This design comes from an exercise in tuning for small area, a short achievable clock period and few clock cycles on the open sky130 flow, not from production work. Where RTL was checked, it was by simulation tests only, not by an equivalence proof against the original. Only the layout flow was run in runs 1 to 4; the RTL was not checked for function there.

==> design/flow/design.v <==
module css_t1 (
    input  wire [7:0] a,
    output wire [7:0] t1
);
    wire x07 = a[7] ^ (a[5] | a[4]);
    wire x11 = a[1] & a[0];
    wire x12 = a[2] ^ x11;
    wire x14 = a[6] ^ (a[5] & a[4]);
    wire x18 = a[3] ^ x11;
    wire x21 = a[5] & ~a[4];
    assign t1[0] = ~x18;
    assign t1[1] = ~x14;
    assign t1[2] = (~a[5] | (t1[0] & (~a[6] | a[4]))) & (a[6] | x18 | x21);
    assign t1[3] = (a[3] | x14) ^ (a[1] & (~a[0] | x14));
    assign t1[4] = ~x12;
    assign t1[5] = ~x07;
    assign t1[6] = (a[2] | x07) ^ (a[0] & (~a[1] | x07));
    assign t1[7] = (t1[4] | a[7] | x21) & (~a[7] | ~a[5] | a[4]) & (a[4] | x12);
endmodule
module css_disckey (
    input  wire        clk,
    input  wire        rst,         
    input  wire        start,
    output wire        ready,
    output wire [8:0]  slot_addr,
    input  wire [39:0] slot_data,
    output wire        done,
    output wire        found,
    output wire [39:0] disc_key
);
    localparam [15:0] KL0_0 = 16'hDFDC;
    localparam [15:0] KL0_1 = 16'hDDFE;
    localparam [15:0] KL0_2 = 16'h7701;
    localparam [15:0] KL0_3 = 16'h3D3C;
    localparam [15:0] KL0_4 = 16'h6779;
    localparam [15:0] KL0_5 = 16'hCB55;
    localparam [15:0] KL0_6 = 16'hB240;
    localparam [15:0] KL0_7 = 16'h02FC;
    localparam [15:0] KL0_8 = 16'h75B3;
    localparam [15:0] KL0_9 = 16'hD75F;
    localparam [15:0] KL0_10 = 16'hB941;
    localparam [15:0] KL0_11 = 16'h2581;
    localparam [15:0] KL0_12 = 16'hC5DC;
    localparam [15:0] KL0_13 = 16'h148F;
    localparam [15:0] KL0_14 = 16'hD020;
    localparam [15:0] KL0_15 = 16'h2811;
    localparam [15:0] KL0_16 = 16'h8F1A;
    localparam [15:0] KL0_17 = 16'h95F6;
    localparam [15:0] KL0_18 = 16'h4E29;
    localparam [15:0] KL0_19 = 16'hC0B9;
    localparam [15:0] KL0_20 = 16'h88C2;
    localparam [15:0] KL0_21 = 16'h5CF6;
    localparam [15:0] KL0_22 = 16'hEFED;
    localparam [15:0] KL0_23 = 16'hF5C0;
    localparam [15:0] KL0_24 = 16'hEF95;
    localparam [15:0] KL0_25 = 16'h34A9;
    localparam [15:0] KL0_26 = 16'h104F;
    localparam [15:0] KL0_27 = 16'h7470;
    localparam [15:0] KL0_28 = 16'hE7E4;
    localparam [15:0] KL0_29 = 16'hCB7E;
    localparam [15:0] KL0_30 = 16'hCC9E;
    localparam [15:0] KL0_31 = 16'hA6C5;
    localparam [15:0] KL0_32 = 16'h9850;
    localparam [15:0] KL0_33 = 16'hC4EA;
    localparam [15:0] KL0_34 = 16'h0E38;
    localparam [15:0] KL0_35 = 16'h9CAC;
    localparam [15:0] KL0_36 = 16'h1DB9;
    localparam [15:0] KL0_37 = 16'hFC9F;
    localparam [15:0] KL0_38 = 16'h8A6F;
    localparam [15:0] KL0_39 = 16'h0A04;
    localparam [15:0] KL1_0 = 16'h7879;
    localparam [15:0] KL1_1 = 16'h8CBD;
    localparam [15:0] KL1_2 = 16'h0853;
    localparam [15:0] KL1_3 = 16'h7E72;
    localparam [15:0] KL1_4 = 16'h0FFC;
    localparam [15:0] KL1_5 = 16'hA18D;
    localparam [15:0] KL1_6 = 16'h9479;
    localparam [15:0] KL1_7 = 16'h2BC6;
    localparam [15:0] KL1_8 = 16'h9137;
    localparam [15:0] KL1_9 = 16'hCA3B;
    localparam [15:0] KL1_10 = 16'h404B;
    localparam [15:0] KL1_11 = 16'h63E8;
    localparam [15:0] KL1_12 = 16'h8C08;
    localparam [15:0] KL1_13 = 16'h536D;
    localparam [15:0] KL1_14 = 16'h07FE;
    localparam [15:0] KL1_15 = 16'h7F46;
    localparam [15:0] KL1_16 = 16'h7089;
    localparam [15:0] KL1_17 = 16'hF4A7;
    localparam [15:0] KL1_18 = 16'h1C95;
    localparam [15:0] KL1_19 = 16'h9BEB;
    localparam [15:0] KL1_20 = 16'h80A5;
    localparam [15:0] KL1_21 = 16'h4D8A;
    localparam [15:0] KL1_22 = 16'h9FBE;
    localparam [15:0] KL1_23 = 16'hFFE6;
    localparam [15:0] KL1_24 = 16'hE402;
    localparam [15:0] KL1_25 = 16'h3377;
    localparam [15:0] KL1_26 = 16'hE044;
    localparam [15:0] KL1_27 = 16'h0B81;
    localparam [15:0] KL1_28 = 16'h7B77;
    localparam [15:0] KL1_29 = 16'h6A1F;
    localparam [15:0] KL1_30 = 16'h22FE;
    localparam [15:0] KL1_31 = 16'hC342;
    localparam [15:0] KL1_32 = 16'hE410;
    localparam [15:0] KL1_33 = 16'h2788;
    localparam [15:0] KL1_34 = 16'h7725;
    localparam [15:0] KL1_35 = 16'hB767;
    localparam [15:0] KL1_36 = 16'h3BE3;
    localparam [15:0] KL1_37 = 16'h6110;
    localparam [15:0] KL1_38 = 16'h8F9E;
    localparam [15:0] KL1_39 = 16'hCF0D;
    wire [15:0] qoh_w;
    wire [39:0] kp_tab0 = {|(KL0_39 & qoh_w), |(KL0_38 & qoh_w), |(KL0_37 & qoh_w), |(KL0_36 & qoh_w), |(KL0_35 & qoh_w), |(KL0_34 & qoh_w), |(KL0_33 & qoh_w), |(KL0_32 & qoh_w), |(KL0_31 & qoh_w), |(KL0_30 & qoh_w), |(KL0_29 & qoh_w), |(KL0_28 & qoh_w), |(KL0_27 & qoh_w), |(KL0_26 & qoh_w), |(KL0_25 & qoh_w), |(KL0_24 & qoh_w), |(KL0_23 & qoh_w), |(KL0_22 & qoh_w), |(KL0_21 & qoh_w), |(KL0_20 & qoh_w), |(KL0_19 & qoh_w), |(KL0_18 & qoh_w), |(KL0_17 & qoh_w), |(KL0_16 & qoh_w), |(KL0_15 & qoh_w), |(KL0_14 & qoh_w), |(KL0_13 & qoh_w), |(KL0_12 & qoh_w), |(KL0_11 & qoh_w), |(KL0_10 & qoh_w), |(KL0_9 & qoh_w), |(KL0_8 & qoh_w), |(KL0_7 & qoh_w), |(KL0_6 & qoh_w), |(KL0_5 & qoh_w), |(KL0_4 & qoh_w), |(KL0_3 & qoh_w), |(KL0_2 & qoh_w), |(KL0_1 & qoh_w), |(KL0_0 & qoh_w)};
    wire [39:0] kp_tab1 = {|(KL1_39 & qoh_w), |(KL1_38 & qoh_w), |(KL1_37 & qoh_w), |(KL1_36 & qoh_w), |(KL1_35 & qoh_w), |(KL1_34 & qoh_w), |(KL1_33 & qoh_w), |(KL1_32 & qoh_w), |(KL1_31 & qoh_w), |(KL1_30 & qoh_w), |(KL1_29 & qoh_w), |(KL1_28 & qoh_w), |(KL1_27 & qoh_w), |(KL1_26 & qoh_w), |(KL1_25 & qoh_w), |(KL1_24 & qoh_w), |(KL1_23 & qoh_w), |(KL1_22 & qoh_w), |(KL1_21 & qoh_w), |(KL1_20 & qoh_w), |(KL1_19 & qoh_w), |(KL1_18 & qoh_w), |(KL1_17 & qoh_w), |(KL1_16 & qoh_w), |(KL1_15 & qoh_w), |(KL1_14 & qoh_w), |(KL1_13 & qoh_w), |(KL1_12 & qoh_w), |(KL1_11 & qoh_w), |(KL1_10 & qoh_w), |(KL1_9 & qoh_w), |(KL1_8 & qoh_w), |(KL1_7 & qoh_w), |(KL1_6 & qoh_w), |(KL1_5 & qoh_w), |(KL1_4 & qoh_w), |(KL1_3 & qoh_w), |(KL1_2 & qoh_w), |(KL1_1 & qoh_w), |(KL1_0 & qoh_w)};
    reg         busy;
    reg  [8:0]  addr_r;       
    reg         pres_val;     
    reg         pres_bub;     
    reg  [15:0] qoh;          
    reg         s0_ver, s0_val, s0_bub, s0_end, s0_last;
    reg         s1_ver;
    reg         v1, n1, l1, v2, n2, l2, v3, n3, l3, v4, n4, l4;   
    reg         pend1;        
    reg         done_r, found_r;
    reg  [39:0] vc;           
    reg  [4:0]  r4e0, r4e1;   
    reg  [39:0] r4c0;         
    reg  [39:0] r4c1;         
    assign qoh_w = qoh;
    wire [39:0] kp0 = kp_tab0;
    wire [39:0] kp1 = kp_tab1;
    wire [39:0] e = slot_data;
    wire [39:0] te;
    genvar g;
    generate
        for (g = 0; g < 5; g = g + 1) begin : g_t1e
            css_t1 u (.a(e[8*g +: 8]), .t1(te[8*g +: 8]));
        end
    endgenerate
    wire [39:0] base = {te[39:8] ^ e[31:0], te[7:0]};
    wire [39:0] dd0, c30, c31;
    wire [4:0]  eq0, eq1;
    css_lane u_l0 (.clk(clk), .kp(kp0), .base(base), .vc(vc), .dd(dd0), .c3(c30), .eqb(eq0));
    css_lane u_l1 (.clk(clk), .kp(kp1), .base(base), .vc(vc), .dd(),    .c3(c31), .eqb(eq1));
    wire        hit0  = v4 && (&r4e0);
    wire        hit1  = v4 && (&r4e1);
    wire        take1 = !hit0 && n4 && (pend1 || hit1);    
    wire        fin   = !done_r && v4 && (hit0 || (n4 && (pend1 || hit1 || l4)));
    always @(posedge clk) begin
        r4e0 <= eq0;
        r4e1 <= eq1;
        if (take1)      r4c0 <= r4c1;
        else if (!hit0) r4c0 <= c30;
        if (!(hit1 || pend1)) r4c1 <= c31;
        if (s1_ver) vc <= dd0;
    end
    always @(posedge clk) begin
        if (rst) begin
            busy     <= 1'b0;
            addr_r   <= 9'd0;
            pres_val <= 1'b0;
            pres_bub <= 1'b0;
            qoh      <= 16'd0;
            s0_ver   <= 1'b0;
            s1_ver   <= 1'b0;
            s0_val   <= 1'b0;
            s0_bub   <= 1'b0;
            s0_end   <= 1'b0;
            s0_last  <= 1'b0;
            v1 <= 1'b0; n1 <= 1'b0; l1 <= 1'b0;
            v2 <= 1'b0; n2 <= 1'b0; l2 <= 1'b0;
            v3 <= 1'b0; n3 <= 1'b0; l3 <= 1'b0;
            v4 <= 1'b0; n4 <= 1'b0; l4 <= 1'b0;
            pend1    <= 1'b0;
            done_r   <= 1'b0;
            found_r  <= 1'b0;
        end else begin
            done_r  <= fin;
            if (fin) found_r <= hit0 || pend1 || hit1;
            if (hit1) pend1 <= 1'b1;
            if (v4 && n4) pend1 <= 1'b0;
            s0_ver  <= 1'b0;
            s1_ver  <= s0_ver;
            s0_val  <= pres_val;
            s0_bub  <= pres_bub;
            s0_end  <= pres_val && (addr_r == 9'd408);
            s0_last <= qoh[15];
            v1 <= s0_val; n1 <= s0_end; l1 <= s0_last;
            v2 <= v1;     n2 <= n1;     l2 <= l1;
            v3 <= v2;     n3 <= n2;     l3 <= l2;
            v4 <= v3;     n4 <= n3;     l4 <= l3;
            if (s0_ver) qoh <= 16'd1;
            if (s0_bub) qoh <= {qoh[14:0], 1'b0};
            if (pres_val) begin
                if (addr_r == 9'd408) begin
                    pres_val <= 1'b0;
                    pres_bub <= !qoh[15];
                end else begin
                    addr_r <= addr_r + 9'd1;
                end
            end else if (pres_bub) begin
                pres_bub <= 1'b0;
                pres_val <= 1'b1;
                addr_r   <= 9'd1;
            end
            if (!busy) begin
                pend1 <= 1'b0;
                if (start) begin
                    busy     <= 1'b1;
                    s0_ver   <= 1'b1;
                    pres_val <= 1'b1;
                    pres_bub <= 1'b0;
                    addr_r   <= 9'd1;
                    qoh      <= 16'd0;
                end
            end else if (done_r) begin
                busy     <= 1'b0;
                addr_r   <= 9'd0;
                pres_val <= 1'b0;
                pres_bub <= 1'b0;
                s0_val   <= 1'b0;
                s0_bub   <= 1'b0;
                s0_end   <= 1'b0;
                v1 <= 1'b0; v2 <= 1'b0; v3 <= 1'b0; v4 <= 1'b0;
                n1 <= 1'b0; n2 <= 1'b0; n3 <= 1'b0; n4 <= 1'b0;
                pend1    <= 1'b0;
            end
        end
    end
    assign ready     = !busy;
    assign slot_addr = addr_r;
    assign done      = done_r;
    assign found     = found_r;
    assign disc_key  = r4c0;
endmodule
module css_lane (
    input  wire        clk,
    input  wire [39:0] kp,      
    input  wire [39:0] base,    
    input  wire [39:0] vc,      
    output wire [39:0] dd,      
    output wire [39:0] c3,      
    output wire [4:0]  eqb      
);
    reg  [39:0] r1;           
    reg  [39:0] r2;           
    reg  [39:0] r3s;          
    reg  [4:1]  r3y;          
    reg  [39:0] r3c;          
    genvar g;
    wire [39:0] d1 = kp ^ base;
    assign dd = {r1[39:8], r1[7:0] ^ r1[39:32]};
    wire [39:0] td;
    generate
        for (g = 0; g < 5; g = g + 1) begin : g_t1d
            css_t1 u (.a(dd[8*g +: 8]), .t1(td[8*g +: 8]));
        end
    endgenerate
    wire [39:0] cand = kp ^ td ^ {dd[31:0], 8'd0};
    wire [39:0] ka, kb;
    css_ks u_ks (.ck(r2), .a(ka), .b(kb));
    wire [8:0]  bs [0:4];     
    wire [4:0]  bp;           
    generate
        for (g = 0; g < 5; g = g + 1) begin : g_bs
            assign bs[g] = {1'b0, ka[8*g +: 8]} + {1'b0, kb[8*g +: 8]};
            assign bp[g] = &(ka[8*g +: 8] ^ kb[8*g +: 8]);
        end
    endgenerate
    wire [4:1] by;            
    assign by[1] = bs[0][8];
    assign by[2] = bs[1][8] | (bp[1] & bs[0][8]);
    assign by[3] = bs[2][8] | (bp[2] & bs[1][8]) | (bp[2] & bp[1] & bs[0][8]);
    assign by[4] = bs[3][8] | (bp[3] & by[3]);
    wire [39:0] bsum = {bs[4][7:0], bs[3][7:0], bs[2][7:0], bs[1][7:0], bs[0][7:0]};
    wire [39:0] kv;
    assign kv[7:0] = r3s[7:0];
    generate
        for (g = 1; g < 5; g = g + 1) begin : g_inc
            assign kv[8*g +: 8] = r3s[8*g +: 8] + {7'd0, r3y[g]};
        end
    endgenerate
    wire [39:0] dv;
    assign dv[39:8] = kv[39:8] ^ vc[39:8];
    assign dv[7:0]  = kv[7:0] ^ kv[39:32] ^ vc[7:0];
    wire [39:0] tv;
    generate
        for (g = 0; g < 5; g = g + 1) begin : g_t1v
            css_t1 u (.a(dv[8*g +: 8]), .t1(tv[8*g +: 8]));
        end
    endgenerate
    wire [39:0] want = kv ^ {dv[31:0], 8'd0} ^ r3c;    
    generate
        for (g = 0; g < 5; g = g + 1) begin : g_eq
            assign eqb[g] = (tv[8*g +: 8] == want[8*g +: 8]);
        end
    endgenerate
    assign c3 = r3c;
    always @(posedge clk) begin
        r1  <= d1;
        r2  <= cand;
        r3s <= bsum;
        r3y <= by;
        r3c <= r2;
    end
endmodule
module css_ks (
    input  wire [39:0] ck,
    output wire [39:0] a,
    output wire [39:0] b
);
    wire x40 = ck[2] ^ ck[12];
    wire x41 = ck[1] ^ ck[11];
    wire x42 = ck[0] ^ ck[10];
    wire x43 = ck[9] ^ ck[15];
    wire x44 = ck[8] ^ ck[14];
    wire x45 = ck[7] ^ x40;
    wire x46 = ck[6] ^ x41;
    wire x47 = ck[4] ^ x43;
    wire x48 = ck[5] ^ x42;
    wire x49 = ck[3] ^ x44;
    wire x50 = ck[13] ^ x48;
    wire x51 = x45 ^ x47;
    wire x52 = x46 ^ x49;
    wire x53 = ck[26] ^ ck[35];
    wire x54 = ck[36] ^ ck[39];
    wire x55 = ck[19] ^ ck[28];
    wire x56 = ck[20] ^ ck[29];
    wire x57 = ck[21] ^ ck[30];
    wire x58 = ck[22] ^ ck[31];
    wire x59 = ck[23] ^ ck[27];
    wire x60 = ck[23] ^ ck[32];
    wire x61 = ck[24] ^ ck[33];
    wire x62 = ck[25] ^ ck[34];
    wire x63 = ck[27] ^ ck[30];
    wire x64 = ck[13] ^ x52;
    wire x65 = ck[18] ^ ck[25];
    wire x66 = ck[26] ^ ck[29];
    wire x67 = ck[32] ^ ck[36];
    wire x68 = ck[33] ^ ck[37];
    wire x69 = ck[34] ^ ck[38];
    wire x70 = ck[22] ^ x53;
    wire x71 = ck[28] ^ x56;
    wire x72 = ck[31] ^ x60;
    wire x73 = ck[35] ^ x54;
    wire x74 = ck[0] ^ ck[13];
    wire x75 = ck[1] ^ ck[14];
    wire x76 = ck[2] ^ ck[15];
    wire x77 = ck[16] ^ ck[17];
    wire x78 = ck[16] ^ ck[24];
    wire x79 = ck[16] ^ ck[31];
    wire x80 = ck[17] ^ ck[18];
    wire x81 = ck[17] ^ ck[24];
    wire x82 = ck[28] ^ ck[34];
    wire x83 = ck[29] ^ ck[35];
    wire x84 = ck[13] ^ x42;
    wire x85 = ck[19] ^ x60;
    wire x86 = ck[20] ^ x61;
    wire x87 = ck[21] ^ x62;
    wire x88 = ck[25] ^ x81;
    wire x89 = ck[27] ^ x55;
    wire x90 = ck[33] ^ x57;
    wire x91 = ck[34] ^ x58;
    wire x92 = x53 ^ x69;
    wire x93 = x54 ^ x59;
    wire x94 = x57 ^ x66;
    wire x95 = x58 ^ x63;
    wire x96 = x59 ^ x78;
    wire x97 = x61 ^ x67;
    wire x98 = x62 ^ x68;
    wire x99 = x70 ^ x93;
    wire x100 = ck[27] ^ x73;
    wire x101 = ck[35] ^ x72;
    wire x102 = ck[30] ^ x91;
    wire x103 = ck[29] ^ x90;
    wire x104 = ck[32] ^ x71;
    wire x105 = ck[31] ^ x89;
    wire x106 = ck[26] ^ x63;
    wire x107 = x65 ^ x66;
    wire x108 = ck[28] ^ x88;
    wire x109 = ck[38] ^ x70;
    wire x110 = x87 ^ x109;
    wire x111 = ck[37] ^ x86;
    wire x112 = x87 ^ x111;
    wire x113 = ck[36] ^ x85;
    wire x114 = x86 ^ x113;
    wire x115 = ck[35] ^ x58;
    wire x116 = x85 ^ x115;
    wire x117 = ck[18] ^ x57;
    wire x118 = x91 ^ x117;
    wire x119 = x56 ^ x80;
    wire x120 = x90 ^ x119;
    wire x121 = ck[32] ^ x55;
    wire x122 = x56 ^ x77;
    wire x123 = x121 ^ x122;
    wire x124 = x55 ^ x79;
    wire x125 = x73 ^ x124;
    wire x126 = ck[18] ^ ck[30];
    wire x127 = x54 ^ x69;
    wire x128 = x126 ^ x127;
    wire x129 = ck[38] ^ x68;
    wire x130 = x80 ^ x83;
    wire x131 = x129 ^ x130;
    wire x132 = ck[37] ^ x67;
    wire x133 = x77 ^ x82;
    wire x134 = x132 ^ x133;
    wire x135 = ck[33] ^ ck[39];
    wire x136 = x79 ^ x135;
    wire x137 = ck[32] ^ ck[38];
    wire x138 = x63 ^ x137;
    wire x139 = x73 ^ x138;
    wire x140 = ck[29] ^ ck[31];
    wire x141 = ck[37] ^ x140;
    wire x142 = x92 ^ x141;
    wire x143 = ck[28] ^ ck[30];
    wire x144 = ck[36] ^ x143;
    wire x145 = x98 ^ x144;
    wire x146 = ck[27] ^ x83;
    wire x147 = x97 ^ x146;
    wire x148 = x53 ^ x82;
    wire x149 = x72 ^ x148;
    wire x150 = ck[33] ^ x62;
    wire x151 = x95 ^ x150;
    wire x152 = ck[32] ^ x61;
    wire x153 = x94 ^ x152;
    wire x154 = ck[25] ^ x71;
    wire x155 = x72 ^ x154;
    wire x156 = ck[24] ^ x55;
    wire x157 = x95 ^ x156;
    wire x158 = x59 ^ x94;
    wire x159 = ck[22] ^ ck[26];
    wire x160 = x65 ^ x159;
    wire x161 = x71 ^ x160;
    wire x162 = ck[21] ^ x88;
    wire x163 = x89 ^ x162;
    wire x164 = ck[20] ^ ck[26];
    wire x165 = x96 ^ x164;
    wire x166 = ck[19] ^ x65;
    wire x167 = x99 ^ x166;
    wire x168 = ck[15] ^ x40;
    wire x169 = ck[14] ^ x41;
    wire x170 = x40 ^ x43;
    wire x171 = x41 ^ x44;
    wire x172 = x43 ^ x45;
    wire x173 = x44 ^ x46;
    wire x174 = ck[2] ^ x50;
    wire x175 = ck[1] ^ x51;
    wire x176 = ck[0] ^ x52;
    wire x177 = ck[15] ^ x50;
    wire x178 = ck[14] ^ x51;
    wire x179 = x40 ^ x50;
    wire x180 = x41 ^ x51;
    wire x181 = x42 ^ x52;
    wire x182 = x43 ^ x50;
    wire x183 = x44 ^ x51;
    wire x184 = x45 ^ x50;
    wire x185 = x46 ^ x51;
    wire x186 = x48 ^ x52;
    wire x187 = x47 ^ x50;
    wire x188 = x49 ^ x51;
    wire x189 = ck[2] ^ ck[13];
    wire x190 = x52 ^ x189;
    wire x191 = ck[1] ^ x45;
    wire x192 = x50 ^ x191;
    wire x193 = ck[0] ^ x46;
    wire x194 = x51 ^ x193;
    wire x195 = x48 ^ x76;
    wire x196 = x52 ^ x195;
    wire x197 = x47 ^ x75;
    wire x198 = x50 ^ x197;
    wire x199 = x49 ^ x74;
    wire x200 = x51 ^ x199;
    wire x201 = ck[12] ^ ck[13];
    wire x202 = ck[15] ^ x201;
    wire x203 = x52 ^ x202;
    wire x204 = ck[11] ^ ck[14];
    wire x205 = x45 ^ x204;
    wire x206 = x50 ^ x205;
    wire x207 = ck[10] ^ ck[13];
    wire x208 = x46 ^ x207;
    wire x209 = x51 ^ x208;
    assign a[0] = x100;
    assign a[1] = x92;
    assign a[2] = x98;
    assign a[3] = x97;
    assign a[4] = x101;
    assign a[5] = x102;
    assign a[6] = x103;
    assign a[7] = x104;
    assign a[8] = x105;
    assign a[9] = ~x106;
    assign a[10] = x107;
    assign a[11] = x108;
    assign a[12] = x96;
    assign a[13] = x99;
    assign a[14] = x110;
    assign a[15] = x112;
    assign a[16] = x114;
    assign a[17] = ~x116;
    assign a[18] = ~x118;
    assign a[19] = x120;
    assign a[20] = x123;
    assign a[21] = ~x125;
    assign a[22] = ~x128;
    assign a[23] = x131;
    assign a[24] = x134;
    assign a[25] = x136;
    assign a[26] = x139;
    assign a[27] = x142;
    assign a[28] = x145;
    assign a[29] = x147;
    assign a[30] = x149;
    assign a[31] = x151;
    assign a[32] = x153;
    assign a[33] = x155;
    assign a[34] = x157;
    assign a[35] = ~x158;
    assign a[36] = x161;
    assign a[37] = x163;
    assign a[38] = ~x165;
    assign a[39] = x167;
    assign b[0] = x76;
    assign b[1] = x75;
    assign b[2] = x74;
    assign b[3] = x168;
    assign b[4] = x169;
    assign b[5] = x84;
    assign b[6] = x170;
    assign b[7] = x171;
    assign b[8] = ~x84;
    assign b[9] = x172;
    assign b[10] = x173;
    assign b[11] = ~x50;
    assign b[12] = x51;
    assign b[13] = x52;
    assign b[14] = ~x174;
    assign b[15] = x175;
    assign b[16] = x176;
    assign b[17] = ~x177;
    assign b[18] = x178;
    assign b[19] = x64;
    assign b[20] = ~x179;
    assign b[21] = x180;
    assign b[22] = x181;
    assign b[23] = ~x182;
    assign b[24] = x183;
    assign b[25] = ~x64;
    assign b[26] = ~x184;
    assign b[27] = x185;
    assign b[28] = x186;
    assign b[29] = ~x187;
    assign b[30] = x188;
    assign b[31] = ~x190;
    assign b[32] = ~x192;
    assign b[33] = x194;
    assign b[34] = x196;
    assign b[35] = ~x198;
    assign b[36] = x200;
    assign b[37] = ~x203;
    assign b[38] = ~x206;
    assign b[39] = x209;
endmodule
==> design/flow/run.sh <==
#!/bin/bash
# synth_recipe.tcl (not shown) runs the flow's synth.tcl, then flattens the netlist and writes it again
# the make line also repeats each setting of config.mk as NAME=value (left out here)
make -C /OpenROAD-flow-scripts/flow DESIGN_CONFIG=/design/flow/config.mk WORK_HOME=/design/flow/orfs CLKGATE_MAP_FILE= SYNTH_SCRIPT=/design/flow/synth_recipe.tcl finish
==> design/flow/config.mk <==
export PLATFORM = sky130hd
export DESIGN_NAME = css_disckey
export DESIGN_NICKNAME = css_disckey
export VERILOG_FILES = /design/flow/design.v
export SDC_FILE = /design/flow/constraint.sdc
export NUM_CORES = 4
export LEC_CHECK = 0
export CAP_MARGIN = 20
export CORE_MARGIN = 2
export CORE_UTILIZATION = 40
export PLACE_DENSITY = 0.6
export SETUP_SLACK_MARGIN = 2.5
export SLEW_MARGIN = 20
export SYNTH_HIERARCHICAL = 1
==> design/flow/constraint.sdc <==
create_clock -name core_clock -period 6.0 [get_ports {clk}]
set_input_delay 1.2000 -clock core_clock [delete_from_list [all_inputs] [get_ports {clk}]]
set_output_delay 1.2000 -clock core_clock [all_outputs]
set_load 0.01 [all_outputs]
==> results of run 1 <==
[final timing paths]
check | start | endpoint | slack, ns | cells after the start
min | u_l1.r2[5] | u_l1.r3c[5] | 0.38 | 0
max reg2reg | u_l0.r2[6] | u_l0.r3y[4] | 2.50 | 10
max | u_l0.r2[6] | u_l0.r3y[4] | 2.50 | 10
min reg2reg | u_l1.r2[5] | u_l1.r3c[5] | 0.38 | 0
[area by class of cell]
cell class                      count  area share
Clock inverter                     31      0.0102
Multi-Input combinational cell   2421       0.556
Sequential cell                   507       0.318
Timing Repair Buffer              112      0.0301
Tap cell                         1060      0.0371
Inverter                           41     0.00430
Clock buffer                       73      0.0444
[layer usage]
| layer | wire length [um] | vias up |
|---|---|---|
| met5 | 0 | - |
| met2 | 45300 | 875 |
| met4 | 4900 | 0 |
| met3 | 6440 | 200 |
| li1 | - | 10900 |
| met1 | 45600 | 11000 |
[what timing repair did]
action,4_1_cts,5_1_grt
gates resized for setup,9,48
buffers inserted,0,13
pin swaps,0,7
setup endpoints to repair,5,17
[cells in the final DEF, fill, tap and decap left out, types with 59 or more instances in the layout]
cell type,instances
xnor2_1,605
dfxtp_1,374
xor2_1,360
nor2_1,187
edfxtp_1,120
ha_1,96
nor3_1,95
clkdlybuf4s50_1,94
nand2_1,90
a21oi_1,87
nand3_1,74
clkbuf_16,59
[critical path: cells and delay by family, from the launching register on]
family | cells | cell delay (ns)
AO/OA/AOI/OAI | 5 | 0.92
buffers and inverters | 1 | 0.18
adder cells (fa/ha/maj) | 1 | 0.45
AND/OR/NAND/NOR | 1 | 0.35
XOR/XNOR | 2 | 1.04
flip-flops | 1 | 0.44
[per-stage QoR]
stage / cell area (um2) / hold WS, ns
final: 35800 / 0.382
after global routing: 35800 / 0.393
after CTS: 35400 / 0.392
after detailed placement: 33400 / 0.383
after global placement: 33400 / 0.381
after floorplan: 32500 / 0.326
==> summary.md, run 1 <==
| Metric | Value |
|---|---|
| Result of the run | timing/DRC/antenna clean |
| Critical-path top delay cell | xnor3_2 |
| Share of cells above drive strength 1 | 0.0951 |
| Max-slew violations | 0 |
| CP Cell Sequence | xnor3_2 -> buf_4 -> xnor3_4 -> fa_1 -> a21o_1 -> a21oi_1 -> o221ai_1 -> or3_1 -> o22a_1 -> o31a_1 |
| Initial Util | 0.404 |
| Largest net degree at the start of global routing | 43 |
| Drt drc | 0 |
| Top Usage Layer GRT | met2 |
| Unrepaired setup endpoints after global routing | yes |
| Worst path max stage delay | 0.54 ns |
| Setup ws final | around 2.5 ns |
| Routed wire length per instance | 24.1 um |
| Detailed placement HPWL | 82600 um |
| Via/cell ratio | roughly 5.4 |
| Die Wd | about 290 um |
| Core ar. | 0.0804 mm2 |
| First-pass GRT wire length | around 150000 um |
| Drt total wl | 102000 um |
| Detailed-route via count | 23000 |
| Die height | 289 um |
| Average cell area after synthesis | approximately 10 um2 |
| Tot GR Track Use | 0.241 |
| CP Launch Type | register |
| Diode count | 0 |
| Mapped Area | 0.0325 mm2 |
| Clock Path Buffers | 3 |
| GR Layer Usage met3 | 0.0356 |
| Initial antenna violation count | 3 |
| # IOs | 95 |
| First-pass DRT Iterations | 5 |
| TritonCTS Buffers | 55 |
| Final Hold Vio Count | 0 |
| Root buf cell | clkbuf_16 |
| Area of the multi-input gates | 0.0199 mm2 |
| GPL Wtd Cong | 0.971 |
| # hold bufs at CTS | 0 |
| Final Critical Period | 3.50 ns |
| IO Port Bufs | 94 |
| Synth Warn # | 8 |
| Worst path required time | 6.52 ns |
| Setup TNS | 0 ns |
| Hold crit path type | register to register |
| Syn-to-layout area delta | 10.0% |
| First DRT Iteration DRCs | slightly above 2000 |
| Critical path peak fanout | 5 |
| # fillers | ~7600 |
| Clock latency on the worst-skew pair | 0.63 ns |
| Final Util | 0.445 |
| Storage element area | 0.0114 mm2 |
| Critical Path AT | approximately 4.0 ns |
| Post-synthesis cell count | 3190 |
| Setup CP Type | register to register |
| # nets final | 3287 |
| H-tree Lvls | 2 |
| Vias in the first global route | 21700 |
| DRT antenna net count | 0 |
| Finished Layout Cells | roughly 4200 |
| Worst-margin pin slew | 1.09 ns |
| Clk_skew | 0.0178 ns |
| Die ar. | roughly 0.084 mm2 |
| Max Cap Viol | 0 |
| Period utilisation layout | 0.584 |
| Critical path endpoint category | register |
| Placed cell count | 4128 |
| TritonCTS clock tree | built |
| Fmax | 286 MHz |
| Count of final setup violators | 0 |
| Clk pin slew, worst setup/hold paths | about 0.060 ns |
| M2 GR Usage | 0.379 |
| DP Worst Slack | 2.39 ns |
| TritonCTS Sinks | 507 |
| Syn Nets | about 3300 |
| Relative slew slack | 0.271 |
| Floorplan row count | 104 |
| Met1 usage | 0.331 |
| Grt ovf | 0 |
==> inputs of run 2 (changes only) <==
--- a/design/flow/config.mk
+++ b/design/flow/config.mk
@@ -9,6 +9,6 @@
 export CORE_MARGIN = 2
 export CORE_UTILIZATION = 40
 export PLACE_DENSITY = 0.6
-export SETUP_SLACK_MARGIN = 2.5
+export SETUP_SLACK_MARGIN = 3.1
 export SLEW_MARGIN = 20
 export SYNTH_HIERARCHICAL = 1
==> run 2 against run 1 <==
Still clean. Final area grew 11%. Non-clock buffer count grew 151. Critical path type unchanged.
==> summary.md, run 2 <==
| Metric | Value |
|---|---|
| CP Cell Sequence | xor3_2 -> buf_4 -> xnor3_2 -> xnor2_1 -> ha_1 -> a21o_1 -> a21oi_1 -> o221ai_2 -> or3_1 -> o22a_1 -> o31a_1 (was xnor3_2 -> buf_4 -> xnor3_4 -> fa_1 -> a21o_1 -> a21oi_1 -> o221ai_1 -> or3_1 -> o22a_1 -> o31a_1) |
| # fillers | 7221 (was 7648) |
| Final instance area | 0.0396 mm2 (was 0.0358 mm2) |
| Setup TNS | 0 ns (unchanged) |
| Tot GR Track Use | 0.241 (about the same) |
| Final Hold Slack | 0.362 ns (was 0.382 ns) |
| Detailed placement HPWL | 80800 um (was 82600 um) |
| # nets final | 3441 (was 3287) |
| Fmax | 333 MHz (was 286 MHz) |
| Routed wire length per instance | 23.7 um (was 24.1 um) |
| First-pass DRT Iterations | 5 (unchanged) |
| R2R Path End | u_l0.r3y[4] (unchanged) |
| Result of the run | timing/DRC/antenna clean (unchanged) |
| Commonest non-fill, non-tap cells in the layout | xnor2_1 (537), xor2_1 (304), dfxtp_1 (273) (was xnor2_1 (605), dfxtp_1 (374), xor2_1 (360)) |
| TritonCTS Sinks | 507 (unchanged) |
| Relative slew slack | 0.270 (was 0.271) |
| CP Launch Type | register (unchanged) |
| Met2 routed wirelength | 46500 um (was 45300 um) |
| Critical path endpoint category | register (unchanged) |
| Max-slew violations | 0 (unchanged) |
| Root buf cell | clkbuf_16 (unchanged) |
| Clk_skew | 0.0332 ns (was 0.0178 ns) |
| Reg2Reg Launch Point | u_l0.r2[10] (was u_l0.r2[6]) |
| IO Port Bufs | 94 (unchanged) |
| First-pass GRT wire length | 149000 um (was 148000 um) |
| TritonCTS Buffers | 56 (was 55) |
| Setup ws final | 3.00 ns (was 2.50 ns) |
| Setup CP Type | register to register (unchanged) |
| # hold bufs at CTS | 0 (unchanged) |
| Hold crit path type | register to register (unchanged) |
| Critical Path AT | 3.52 ns (was 4.02 ns) |
| GPL Wtd Cong | 0.978 (was 0.971) |
| # IOs | 95 (unchanged) |
| DRT antenna net count | 0 (unchanged) |
| Grt ovf | 0 (unchanged) |
| Worst-margin pin slew | 1.09 ns (about the same) |
| Worst r2r path cells | 11 (was 10) |
| Met3 wire len | 6920 um (was 6440 um) |
| Die ar. | 0.0835 mm2 (unchanged) |
| Period utilisation layout | 0.500 (was 0.584) |
| Initial Util | 0.404 (unchanged) |
| Max Cap Viol | 0 (unchanged) |
| Hold Crit Depth | 0 (unchanged) |
| Buf/Inv on CP | 1 (unchanged) |
| Syn Nets | 3339 (unchanged) |
| Worst path max stage delay | 0.48 ns (was 0.54 ns) |
| Wire length on met1 | 45400 um (was 45600 um) |
| Drt total wl | 104000 um (was 102000 um) |
| Area after DPL | 0.0335 mm2 (was 0.0334 mm2) |
| Synth Warn # | 8 (unchanged) |
| Initial antenna violation count | 5 (was 3) |
| Die height | 289 um (unchanged) |
| Hold Path Origin | u_l1.r2[6] (was u_l1.r2[5]) |
| Via/cell ratio | 5.37 (was 5.41) |
| Worst Hold Endpoint | u_l1.r3c[6] (was u_l1.r3c[5]) |
| Clk pin slew, worst setup/hold paths | 0.06 ns (about the same) |
| Drt drc | 0 (unchanged) |
| Average cell area after synthesis | 10.2 um2 (unchanged) |
| Critical path peak fanout | 4 (was 5) |
| Largest net degree at the start of global routing | 44 (was 43) |
| Worst path required time | 6.52 ns (about the same) |
| CP delay by family, top | XOR/XNOR gates (unchanged) |
| TritonCTS clock tree | built (unchanged) |
| H-tree Lvls | 2 (unchanged) |
| DP Worst Slack | 2.43 ns (was 2.39 ns) |
| Core ar. | 0.0804 mm2 (unchanged) |
| Post-synthesis cell count | 3190 (unchanged) |
| Clock Path Buffers | 3 (unchanged) |
| Top sig layer | met4 (unchanged) |
| Clock latency on the worst-skew pair | 0.63 ns (about the same) |
| Share of cells above drive strength 1 | 0.245 (was 0.0951) |
| Die Wd | 289 um (unchanged) |
| Reg-to-reg slack, setup | 3.00 ns (was 2.50 ns) |
| Unrepaired setup endpoints after global routing | yes (unchanged) |
| Final Hold Vio Count | 0 (unchanged) |
| Final Critical Period | 3.00 ns (was 3.50 ns) |
| Detailed-route via count | 23600 (was 23000) |
| Floorplan row count | 104 (unchanged) |
| First DRT Iteration DRCs | 2015 (was 2066) |
| Syn-to-layout area delta | 21.9% (was 10.0%) |
| Critical-path top delay cell | xor3_2 (was xnor3_2) |
| Most common cell after layout, fill and taps aside | xnor2_1 (unchanged) |
| Mapped Area | 0.0325 mm2 (unchanged) |
| Vias in the first global route | 22400 (was 21700) |
| Count of final setup violators | 0 (unchanged) |
[run 2: cell types whose count changed in the layout (fill, tap and decap cells not counted), sizes merged]
cell and delta:
diode +1, clkbuf +4, buf +151, inv +5, clkinv -6, clkinvlp -1, bufinv -1, xnor2 +2
[run 2: timing repair]
| item | in CTS | in global routing |
|---|---|---|
| setup endpoints to repair | 81 | 36 |
| buffers inserted | 81 | 81 |
| cloned | 1 | 1 |
| resized for setup | 308 | 248 |
| pin swaps | 97 | 122 |
[run 2: worst max path at each step]
stage	from	to	depth (start not counted)
6_report	u_l0.r2[10]	u_l0.r3y[4]	11
5_1_grt	u_l0.r3y[4]	r4e0[4]	14
4_1_cts	u_l0.r2[5]	u_l0.r3y[4]	10
3_5_place_dp	u_l0.r2[32]	u_l0.r3y[4]	11
3_3_place_gp	u_l0.r3y[4]	r4e0[4]	14
2_1_floorplan	u_l0.r2[1]	u_l0.r3y[4]	13
[run 2: area by class of cell]
| cell class | count | area (um2) | share of cell area |
|---|---|---|---|
| diodes | 1 | 2.50 | 0.0000632 |
| flip-flops and latches | 507 | 11600 | 0.292 |
| clock inverters | 28 | 327 | 0.00825 |
| repair buffers | 263 | 2250 | 0.0569 |
| multi-input cells | 2423 | 22300 | 0.564 |
| clock buffers | 77 | 1600 | 0.0405 |
| well taps | 1060 | 1330 | 0.0335 |
| inverters | 41 | 159 | 0.00401 |
[run 2: worst register-to-register path: stages, from the launching register on]
cell and delay, ns:
dfxtp_4 0.38, xor3_2 0.48, buf_4 0.17, xnor3_2 0.29
xnor2_1 0.17, ha_1 0.37, a21o_1 0.17, a21oi_1 0.17
o221ai_2 0.13, or3_1 0.32, o22a_1 0.18, o31a_1 0.10
[run 2: stage by stage]
stage	utilization	std cells
2_1_floorplan	-	3190
3_3_place_gp	0.417	4130
3_5_place_dp	0.417	4130
4_1_cts	0.468	4317
5_1_grt	0.492	4399
6_report	0.492	4400
[run 2: per-layer routing]
| metal | GRT usage | vias up |
|---|---|---|
| met5 | 0 | - |
| met4 | 0.116 | 0 |
| met3 | 0.0372 | 219 |
| met2 | 0.374 | 902 |
| met1 | 0.327 | 11400 |
| li1 | - | 11100 |
==> inputs of run 3 (changes only) <==
--- a/design/flow/config.mk
+++ b/design/flow/config.mk
@@ -8,6 +8,8 @@
 export CAP_MARGIN = 20
 export CORE_MARGIN = 2
 export CORE_UTILIZATION = 40
+export CTS_BUF_LIST = sky130_fd_sc_hd__clkbuf_4 sky130_fd_sc_hd__clkbuf_8
+export CTS_CLUSTER_SIZE = 24
 export PLACE_DENSITY = 0.6
 export SETUP_SLACK_MARGIN = 3.1
 export SLEW_MARGIN = 20
==> run 3 against run 2 <==
Final area is essentially flat. Routed wire length increased by 0.44%. Largest cell class unchanged. Critical path type unchanged. First-iteration DRC count shrank 11%. Synthesized cell count did not move. Die area is the same. Worst setup slack got worse by 0.019 ns. Via count grew 0.36%. Sequential share of layout area hardly changed. Maximum frequency decreased by 0.64%. Highest routed layer unchanged.
==> summary.md, run 3 <==
| Metric | Value |
|---|---|
| Area of the multi-input gates | 0.0222 mm2 (was 0.0223 mm2) |
| # fillers | 7247 (was 7221) |
| Final Critical Period | 3.02 ns (was 3.00 ns) |
| Floorplan row count | 104 (unchanged) |
| Placed cell count | 4130 (unchanged) |
| Core ar. | 0.0804 mm2 (unchanged) |
| Clock Path Buffers | 3 (unchanged) |
| Clock latency on the worst-skew pair | 0.73 ns (was 0.63 ns) |
| Tot GR Track Use | 0.243 (was 0.241) |
| Count of final setup violators | 0 (unchanged) |
| H-tree Lvls | 3 (was 2) |
| Share of cells above drive strength 1 | 0.250 (was 0.245) |
| GPL Wtd Cong | 0.978 (unchanged) |
| TritonCTS Sinks | 507 (unchanged) |
| Critical path peak fanout | 4 (unchanged) |
| Average cell area after synthesis | 10.2 um2 (unchanged) |
| Root buf cell | clkbuf_8 (was clkbuf_16) |
| Largest net degree at the start of global routing | 44 (unchanged) |
| Setup TNS | 0 ns (unchanged) |
| Final Hold Vio Count | 0 (unchanged) |
| Die ar. | 0.0835 mm2 (unchanged) |
| Initial antenna violation count | 4 (was 5) |
| Unrepaired setup endpoints after global routing | yes (unchanged) |
| DRT antenna net count | 0 (unchanged) |
| Grt ovf | 0 (unchanged) |
| Most common cell after layout, fill and taps aside | xnor2_1 (unchanged) |
| Worst path required time | 6.60 ns (was 6.52 ns) |
| Synth Warn # | 8 (unchanged) |
| Result of the run | timing/DRC/antenna clean (unchanged) |
| Commonest non-fill, non-tap cells in the layout | xnor2_1 (540), xor2_1 (304), dfxtp_1 (280) (was xnor2_1 (537), xor2_1 (304), dfxtp_1 (273)) |
| Setup CP Type | register to register (unchanged) |
| Critical Path AT | 3.62 ns (was 3.52 ns) |
| Finished Layout Cells | 4448 (was 4400) |
| Hold crit path type | register to register (unchanged) |
| Worst-margin pin slew | 1.16 ns (was 1.09 ns) |
| # hold bufs at CTS | 0 (unchanged) |
| Detailed placement HPWL | 80800 um (unchanged) |
| Clk_skew | 0.0429 ns (was 0.0332 ns) |
| Syn Nets | 3339 (unchanged) |
| Drt total wl | 105000 um (was 104000 um) |
| Clk pin slew, worst setup/hold paths | 0.06 ns (about the same) |
| TritonCTS Buffers | 89 (was 56) |
| Max-slew violations | 0 (unchanged) |
| CP Launch Type | register (unchanged) |
| Die Wd | 289 um (unchanged) |
| # nets final | 3464 (was 3441) |
| Detailed-route via count | 23700 (was 23600) |
| First DRT Iteration DRCs | 1797 (was 2015) |
| Critical path endpoint category | register (unchanged) |
| IO Port Bufs | 94 (unchanged) |
| Post-synthesis cell count | 3190 (unchanged) |
| Vias in the first global route | 22700 (was 22400) |
| Initial Util | 0.404 (unchanged) |
| Syn-to-layout area delta | 21.8% (was 21.9%) |
| Via/cell ratio | 5.33 (was 5.37) |
| First-pass GRT wire length | 150000 um (was 149000 um) |
| Fmax | 331 MHz (was 333 MHz) |
| # IOs | 95 (unchanged) |
| Routed wire length per instance | 23.6 um (was 23.7 um) |
| Period utilisation layout | 0.503 (was 0.500) |
| TritonCTS clock tree | built (unchanged) |
| Relative slew slack | 0.217 (was 0.270) |
| Storage element area | 0.0116 mm2 (about the same) |
| Drt drc | 0 (unchanged) |
| Final Hold Slack | 0.362 ns (about the same) |
| Max Cap Viol | 0 (unchanged) |
| Die height | 289 um (unchanged) |
| Mapped Area | 0.0325 mm2 (unchanged) |
| First-pass DRT Iterations | 5 (unchanged) |
[run 3: worst paths after layout]
path                            startpoint     endpoint  slack (ns)  depth (start not counted)
worst max-delay path            u_l0.r2[6]  u_l0.r3y[4]        2.98                         11
worst min-delay path            u_l1.r2[6]  u_l1.r3c[6]        0.36                          0
worst max register to register  u_l0.r2[6]  u_l0.r3y[4]        2.98                         11
worst min register to register  u_l1.r2[6]  u_l1.r3c[6]        0.36                          0
[run 3: area by class of cell]
class,instances,area share
multi-input combinational,2423,0.562
sequential,507,0.292
timing repair buffer,253,0.0548
clock buffer,123,0.0396
tap,1060,0.0335
clock inverter,39,0.0142
inverter,41,0.00402
antenna,2,0.000126
[run 3: repair_timing]
| item | in CTS | in global routing |
|---|---|---|
| hold endpoints to repair | 0 | 0 |
| pin swaps | 85 | 117 |
| endpoints found under the setup margin | 89 | 44 |
| setup buffers | 83 | 69 |
| gates cloned | 1 | 1 |
| gates resized for setup | 306 | 230 |
[run 3: per-layer routing]
layer	track usage	part of all wire	up-vias	wire [um]
met4	0.117	0.054	0	5710
met5	0	0	-	0
met3	0.0422	0.070	248	7330
met2	0.380	0.44	937	46500
li1	-	-	11200	-
met1	0.325	0.43	11300	45400
[run 3: critical path, stage by stage, from the launching register on]
cell and delay (ns):
dfxtp_2 0.37, xnor3_2 0.49, xor3_2 0.49, buf_6 0.16
xor2_2 0.14, ha_2 0.20, a21o_1 0.19, a21oi_2 0.14
o221ai_2 0.12, or3_1 0.32, o22a_1 0.18, o31a_1 0.10
[run 3: through the flow]
stage          worst slack [ns]  area [um2]  utilization
2_1_floorplan              2.88       32600            -
4_1_cts                    3.01       37800        0.470
5_1_grt                    2.92       39600        0.492
3_3_place_gp               2.45       33500        0.417
6_report                   2.98       39600        0.492
3_5_place_dp               2.43       33500        0.417
==> inputs of run 4 (changes only) <==
--- a/design/flow/config.mk
+++ b/design/flow/config.mk
@@ -8,9 +8,7 @@
 export CAP_MARGIN = 20
 export CORE_MARGIN = 2
 export CORE_UTILIZATION = 40
-export CTS_BUF_LIST = sky130_fd_sc_hd__clkbuf_4 sky130_fd_sc_hd__clkbuf_8
-export CTS_CLUSTER_SIZE = 24
 export PLACE_DENSITY = 0.6
-export SETUP_SLACK_MARGIN = 3.1
+export SETUP_SLACK_MARGIN = 3.6
 export SLEW_MARGIN = 20
 export SYNTH_HIERARCHICAL = 1
==> run 4 against run 3 <==
Clock skew is 0.00082 ns higher. Synthesized cell count is the same. Routed wire length up 3.6%. Non-clock buffer count is 124 higher.
==> summary.md, run 4 <==
| Metric | Value |
|---|---|
| Result of the run | timing/DRC/antenna clean (unchanged) |
| Unrepaired setup endpoints after global routing | yes (unchanged) |
| Tot GR Track Use | 0.253 (was 0.243) |
| Detailed placement HPWL | 82900 um (was 80800 um) |
| Synth Warn # | 8 (unchanged) |
| TritonCTS Sinks | 507 (unchanged) |
| Placed cell count | 4128 (was 4130) |
| Most common cell after layout, fill and taps aside | xnor2_1 (unchanged) |
| Detailed-route via count | 24300 (was 23700) |
| Hold Crit Depth | 0 (unchanged) |
| First DRT Iteration DRCs | 2209 (was 1797) |
| Crit path launch | u_l0.r2[12] (was u_l0.r2[6]) |
| Area after DPL | 0.0345 mm2 (was 0.0335 mm2) |
| Clk_skew | 0.0437 ns (was 0.0429 ns) |
| # hold bufs at CTS | 0 (unchanged) |
| Setup TNS | 0 ns (unchanged) |
| Die height | 289 um (unchanged) |
| # IOs | 95 (unchanged) |
| Syn-to-layout area delta | 29.0% (was 21.8%) |
| # fillers | 7024 (was 7247) |
| Post-synthesis cell count | 3190 (unchanged) |
| Period utilisation layout | 0.509 (was 0.503) |
| Grt ovf | 0 (unchanged) |
| Vias in the first global route | 23500 (was 22700) |
| CP Launch Type | register (unchanged) |
| Syn Nets | 3339 (unchanged) |
| Mapped Area | 0.0325 mm2 (unchanged) |
| Final Hold Vio Count | 0 (unchanged) |
| Routed wire length per instance | 24.1 um (was 23.6 um) |
| Final instance area | 0.0419 mm2 (was 0.0396 mm2) |
| Share of cells above drive strength 1 | 0.337 (was 0.250) |
| Relative slew slack | 0.386 (was 0.217) |
| Via/cell ratio | 5.39 (was 5.33) |
| Critical path peak fanout | 5 (was 4) |
| Floorplan row count | 104 (unchanged) |
| Die Wd | 289 um (unchanged) |
| Setup ws final | 2.95 ns (was 2.98 ns) |
| GPL Wtd Cong | 1.01 (was 0.978) |
| TritonCTS clock tree | built (unchanged) |
| Root buf cell | clkbuf_16 (was clkbuf_8) |
| Reg2Reg Launch Point | u_l0.r2[12] (was u_l0.r2[6]) |
| Hold Path Origin | u_l1.r2[6] (unchanged) |
| Final Critical Period | 3.05 ns (was 3.02 ns) |
| Initial Util | 0.404 (unchanged) |
| Fmax | 328 MHz (was 331 MHz) |
| IO Port Bufs | 94 (unchanged) |
| Max-slew violations | 0 (unchanged) |
| Worst-margin pin slew | 0.921 ns (was 1.16 ns) |
| Worst r2r path cells | 12 (was 11) |
| Core ar. | 0.0804 mm2 (unchanged) |
| Count of final setup violators | 0 (unchanged) |
| Clock Path Buffers | 3 (unchanged) |
| Critical Path AT | 3.59 ns (was 3.62 ns) |
| Setup CP Type | register to register (unchanged) |
| Finished Layout Cells | 4516 (was 4448) |
| Drt total wl | 109000 um (was 105000 um) |
| Critical path endpoint category | register (unchanged) |
| First-pass GRT wire length | 156000 um (was 150000 um) |
| Commonest non-fill, non-tap cells in the layout | xnor2_1 (493), xor2_1 (289), dfxtp_1 (264) (was xnor2_1 (540), xor2_1 (304), dfxtp_1 (280)) |
| TritonCTS Buffers | 56 (was 89) |
| Final Util | 0.521 (was 0.492) |
| Die ar. | 0.0835 mm2 (unchanged) |
| DRT antenna net count | 0 (unchanged) |
| Clock latency on the worst-skew pair | 0.65 ns (was 0.73 ns) |
| Largest net degree at the start of global routing | 44 (unchanged) |
| DP Worst Slack | 2.39 ns (was 2.43 ns) |
| Average cell area after synthesis | 10.2 um2 (unchanged) |
| Clk pin slew, worst setup/hold paths | 0.06 ns (about the same) |
| First-pass DRT Iterations | 5 (unchanged) |
| Initial antenna violation count | 7 (was 4) |
| H-tree Lvls | 2 (was 3) |
| Worst path required time | 6.53 ns (was 6.60 ns) |
| Max Cap Viol | 0 (unchanged) |
| Drt drc | 0 (unchanged) |
| Final Hold Slack | 0.363 ns (was 0.362 ns) |
| Hold crit path type | register to register (unchanged) |
| # nets final | 3556 (was 3464) |
run 4: cell count changes in the layout (fill, tap and decap cells not counted), moves of 47 or more:
cell	before	now
clkdlybuf4s50_1	83	15
buf_4	151	232
clkbuf_16	0	58
xnor2_1	540	493
clkbuf_8	103	6
buf_2	0	51
run 4: path summary, 6_finish.rpt:
path / slack, ns / endpoint
worst max-delay path: 2.95 / u_l0.r3y[4]
worst min register to register: 0.36 / u_l1.r3c[6]
worst max register to register: 2.95 / u_l0.r3y[4]
worst min-delay path: 0.36 / u_l1.r3c[6]
run 4: layer usage:
layer  vias to the layer above  track usage  wire length (um)
li1                      11400            -                 -
met1                     11800        0.349             47100
met2                       944        0.404             49400
met3                       213       0.0299              6990
met4                         0       0.0994              5270
met5                         -            0                 0
run 4: critical path, stage by stage (launching register included):
cell and delay, ns:
dfxtp_4 0.38, xnor2_4 0.20, xor3_2 0.51, inv_4 0.10, buf_4 0.12, buf_8 0.13, xnor2_1 0.18, ha_1 0.34
a21oi_2 0.22, o221ai_2 0.15, or3_1 0.32, o22a_1 0.18, o31a_1 0.10
run 4: layout make-up:
class / count / area (um2) / share of cell area
Clock inverter: 33 / 424 / 0.0101
Sequential cell: 507 / 11600 / 0.278
Multi-Input combinational cell: 2424 / 23700 / 0.565
Tap cell: 1060 / 1330 / 0.0316
Timing Repair Buffer: 377 / 3120 / 0.0743
Antenna cell: 1 / 2.50 / 0.0000597
Inverter: 41 / 161 / 0.00385
Clock buffer: 73 / 1570 / 0.0374
run 4: repair_timing:
item / 4_1_cts / 5_1_grt
setup buffers: 193 / 85
endpoints found under the setup margin: 224 / 140
gates cloned: 2 / 1
gates resized for setup: 686 / 223
pin swaps: 198 / 140
==> inputs of run 5 (changes only) <==
--- a/design/flow/design.v
+++ b/design/flow/design.v
@@ -244,7 +244,8 @@
     reg  [39:0] r1;           
     reg  [39:0] r2;           
     reg  [39:0] r3s;          
-    reg  [4:1]  r3y;          
+    reg  [3:0]  r3g;          
+    reg  [3:1]  r3p;          
     reg  [39:0] r3c;          
     genvar g;
     wire [39:0] d1 = kp ^ base;
@@ -266,17 +267,17 @@
             assign bp[g] = &(ka[8*g +: 8] ^ kb[8*g +: 8]);
         end
     endgenerate
-    wire [4:1] by;            
-    assign by[1] = bs[0][8];
-    assign by[2] = bs[1][8] | (bp[1] & bs[0][8]);
-    assign by[3] = bs[2][8] | (bp[2] & bs[1][8]) | (bp[2] & bp[1] & bs[0][8]);
-    assign by[4] = bs[3][8] | (bp[3] & by[3]);
     wire [39:0] bsum = {bs[4][7:0], bs[3][7:0], bs[2][7:0], bs[1][7:0], bs[0][7:0]};
+    wire [4:1] y;
+    assign y[1] = r3g[0];
+    assign y[2] = r3g[1] | (r3p[1] & r3g[0]);
+    assign y[3] = r3g[2] | (r3p[2] & r3g[1]) | (r3p[2] & r3p[1] & r3g[0]);
+    assign y[4] = r3g[3] | (r3p[3] & r3g[2]) | (r3p[3] & r3p[2] & r3g[1]) | (r3p[3] & r3p[2] & r3p[1] & r3g[0]);
     wire [39:0] kv;
     assign kv[7:0] = r3s[7:0];
     generate
         for (g = 1; g < 5; g = g + 1) begin : g_inc
-            assign kv[8*g +: 8] = r3s[8*g +: 8] + {7'd0, r3y[g]};
+            assign kv[8*g +: 8] = r3s[8*g +: 8] + {7'd0, y[g]};
         end
     endgenerate
     wire [39:0] dv;
@@ -291,7 +292,7 @@
     wire [39:0] want = kv ^ {dv[31:0], 8'd0} ^ r3c;    
     generate
         for (g = 0; g < 5; g = g + 1) begin : g_eq
-            assign eqb[g] = (tv[8*g +: 8] == want[8*g +: 8]);
+            css_eq8 u (.a(tv[8*g +: 8]), .b(want[8*g +: 8]), .eq(eqb[g]));
         end
     endgenerate
     assign c3 = r3c;
@@ -299,10 +300,18 @@
         r1  <= d1;
         r2  <= cand;
         r3s <= bsum;
-        r3y <= by;
+        r3g <= {bs[3][8], bs[2][8], bs[1][8], bs[0][8]};
+        r3p <= bp[3:1];
         r3c <= r2;
     end
 endmodule
+module css_eq8 (
+    input  wire [7:0] a,
+    input  wire [7:0] b,
+    output wire       eq
+);
+    assign eq = (a == b);
+endmodule
 module css_ks (
     input  wire [39:0] ck,
     output wire [39:0] a,
--- a/design/flow/config.mk
+++ b/design/flow/config.mk
@@ -9,6 +9,6 @@
 export CORE_MARGIN = 2
 export CORE_UTILIZATION = 40
 export PLACE_DENSITY = 0.6
-export SETUP_SLACK_MARGIN = 3.6
+export SETUP_SLACK_MARGIN = 3.1
 export SLEW_MARGIN = 20
 export SYNTH_HIERARCHICAL = 1
==> run 5 against run 4 <==
Clock skew increased by 0.0017 ns. First-iteration DRC count decreased by 2.5%. Area after synthesis rose by 2.2%. Sequential share of layout area increased by 2.1 points. Die area rose by 2.2%. Critical path type unchanged. Final area shrank 7.6%. Maximum frequency increased by 1.2%.
==> summary.md, run 5 <==
| Metric | Value |
|---|---|
| Setup TNS | 0 ns (unchanged) |
| TritonCTS clock tree | built (unchanged) |
| H-tree Lvls | 2 (unchanged) |
| Core ar. | 0.0821 mm2 (was 0.0804 mm2) |
| Period utilisation layout | 0.503 (was 0.509) |
| Drt total wl | 104000 um (was 109000 um) |
| Clk pin slew, worst setup/hold paths | 0.06 ns (about the same) |
| Final Critical Period | 3.02 ns (was 3.05 ns) |
| Worst-margin pin slew | 1.05 ns (was 0.921 ns) |
| Fmax | 331 MHz (was 328 MHz) |
| Most common cell after layout, fill and taps aside | xnor2_1 (unchanged) |
| Drt drc | 0 (unchanged) |
| Hold Crit Depth | 0 (unchanged) |
| Critical-path top delay cell | dfxtp_2 (was xor3_2) |
| IO Port Bufs | 94 (unchanged) |
| Critical path endpoint category | register (unchanged) |
| Initial antenna violation count | 2 (was 7) |
| Count of final setup violators | 0 (unchanged) |
| Grt ovf | 0 (unchanged) |
| Vias in the first global route | 22800 (was 23500) |
| Die ar. | 0.0854 mm2 (was 0.0835 mm2) |
| Diode count | 0 (was 1) |
| Relative slew slack | 0.303 (was 0.386) |
| Initial Util | 0.405 (was 0.404) |
| CP Cell Sequence | a21o_1 -> a21o_1 -> a21o_1 -> ha_4 -> ha_4 -> nand3_4 -> xor2_4 -> buf_12 -> xnor2_4 -> and4b_1 -> a221oi_2 -> o31a_1 -> xnor2_1 -> nand4_1 -> nor2_1 (was xnor2_4 -> xor3_2 -> inv_4 -> buf_4 -> buf_8 -> xnor2_1 -> ha_1 -> a21oi_2 -> o221ai_2 -> or3_1 -> o22a_1 -> o31a_1) |
| Clk_skew | 0.0454 ns (was 0.0437 ns) |
| Critical path peak fanout | 8 (was 5) |
| Detailed-route via count | 23800 (was 24300) |
| First-pass GRT wire length | 152000 um (was 156000 um) |
| Unrepaired setup endpoints after global routing | yes (unchanged) |
| First-pass DRT Iterations | 5 (unchanged) |
| # IOs | 95 (unchanged) |
| Clock latency on the worst-skew pair | 0.67 ns (was 0.65 ns) |
| # nets final | 3438 (was 3556) |
| Synth Warn # | 8 (unchanged) |
| GPL Wtd Cong | 0.996 (was 1.01) |
| Worst r2r path cells | 15 (was 12) |
| First DRT Iteration DRCs | 2154 (was 2209) |
| Commonest non-fill, non-tap cells in the layout | xnor2_1 (526), dfxtp_1 (336), xor2_1 (331) (was xnor2_1 (493), xor2_1 (289), dfxtp_1 (264)) |
| # hold bufs at CTS | 0 (unchanged) |
| # fillers | 7440 (was 7024) |
| Critical Path AT | 3.59 ns (about the same) |
| Final Hold Vio Count | 0 (unchanged) |
| Die height | 292 um (was 289 um) |
| Hold crit path type | register to register (unchanged) |
| Floorplan row count | 105 (was 104) |
| Result of the run | timing/DRC/antenna clean (unchanged) |
| Routed wire length per instance | 23.7 um (was 24.1 um) |
| DRT antenna net count | 0 (unchanged) |
| Final Hold Slack | 0.378 ns (was 0.363 ns) |
| Post-synthesis cell count | 3286 (was 3190) |
| Largest net degree at the start of global routing | 43 (was 44) |
| Tot GR Track Use | 0.238 (was 0.253) |
| Detailed placement HPWL | 82400 um (was 82900 um) |
| Max Cap Viol | 0 (unchanged) |
| TritonCTS Buffers | 57 (was 56) |
| CP Launch Type | register (unchanged) |
| TritonCTS Sinks | 513 (was 507) |
| Via/cell ratio | 5.40 (was 5.39) |
| Share of cells above drive strength 1 | 0.182 (was 0.337) |
| Syn Nets | 3435 (was 3339) |
| Most frequent CP cell | a21o_1 |
| Syn-to-layout area delta | 16.6% (was 29.0%) |
| Worst path required time | 6.57 ns (was 6.53 ns) |
| Mapped Area | 0.0332 mm2 (was 0.0325 mm2) |
| Max-slew violations | 0 (unchanged) |
| Worst path max stage delay | 0.32 ns (was 0.51 ns) |
| Setup CP Type | register to register (unchanged) |
| Clock Path Buffers | 3 (unchanged) |
| Average cell area after synthesis | 10.1 um2 (was 10.2 um2) |
| Die Wd | 292 um (was 289 um) |
| Root buf cell | clkbuf_16 (unchanged) |
[run 5: timing repair]
item                       in CTS  in global routing
pin swaps                      41                 77
setup buffers                  27                 44
cloned                          1                  1
setup endpoints to repair      50                 43
resized for setup             177                192
[run 5: worst max-delay path, delay by kind of cell (launching register included)]
kind            cells  cell delay [ns]
buf+inv             1             0.14
xor+xnor            3             0.49
flops               1             0.32
simple gates        4             0.57
compound gates      5             1.03
fa+ha+maj           2             0.39
[run 5: worst paths after layout]
check / start / end / slack [ns]
worst min-delay path: u_l1.r2[6] / u_l1.r3c[6] / 0.38
worst min register to register: u_l1.r2[6] / u_l1.r3c[6] / 0.38
worst max-delay path: u_l0.r3g[0] / r4e0[4] / 2.98
worst max register to register: u_l0.r3g[0] / r4e0[4] / 2.98
[run 5: area by class of cell]
cell class                 count  area [um2]  share of cell area
tap                         1070        1340              0.0345
clock inverter                32         449              0.0116
clock buffer                  74        1560              0.0403
sequential                   513       11600               0.299
timing repair buffer         169        1560              0.0402
inverter                      93         357             0.00920
multi-input combinational   2455       21900               0.565
[run 5: routing by layer]
metal  wire, um  GRT usage  vias up
met2      46200      0.368      920
met1      46000      0.331    11400
met3       7140     0.0355      218
met4       4940      0.102        0
met5          0          0        -
li1           -          -    11300
[run 5: metrics by stage]
step	util	area (um2)	cells	worst slack (ns)
6_report	0.472	38800	4406	2.98
5_1_grt	0.472	38800	4406	2.84
3_3_place_gp	0.415	34100	4227	2.43
2_1_floorplan	-	33300	3286	3.09
4_1_cts	0.455	37400	4361	3.03
3_5_place_dp	0.415	34100	4227	2.41
Testbench counts of run 5, summed over its fixed seeds: cycles 138,818.

port drivers added, routing unchanged:
No port has a modelled driver above. Below, the same layouts with a new extraction and two added sets of constraints.
Step 1 (the two cells are an assumption about what drives the block):
set clk [get_ports {clk}]
set_driving_cell -lib_cell sky130_fd_sc_hd__clkbuf_16 $clk
set_driving_cell -lib_cell sky130_fd_sc_hd__buf_2 [delete_from_list [all_inputs] $clk]
Step 2 also shifts input and output timing later by t, the mid clock arrival at the registers, as if the neighbouring blocks saw the same clock.
Three values: ideal ports, drivers, drivers and shift; two values: the first two.
run | shift t [ns] | setup WS [ns] | hold WS [ns] | slew at the worst register clock pin (ns) | worst data-port slew with drivers (ns)
run 1 | 0.684 | 2.498 / 2.498 / 2.498 | 0.382 / 0.382 / 0.382 | 0.07 / 0.07 | 0.04
run 2 | 0.678 | 2.999 / 2.999 / 2.597 | 0.362 / 0.362 / 0.362 | 0.07 / 0.07 | 0.03
run 3 | 0.771 | 2.980 / 2.980 / 2.585 | 0.362 / 0.362 / 0.362 | 0.07 / 0.07 | 0.03
run 4 | 0.698 | 2.947 / 2.947 / 2.947 | 0.363 / 0.363 / 0.363 | 0.07 / 0.07 | 0.03
run 5 | 0.706 | 2.982 / 2.982 / 2.664 | 0.378 / 0.378 / 0.378 | 0.07 / 0.07 | 0.03
After both steps every run listed still meets setup and hold. The setup slack of run 2, which loses most, moves by 0.000 ns with the drivers and by -0.402 ns with both steps.
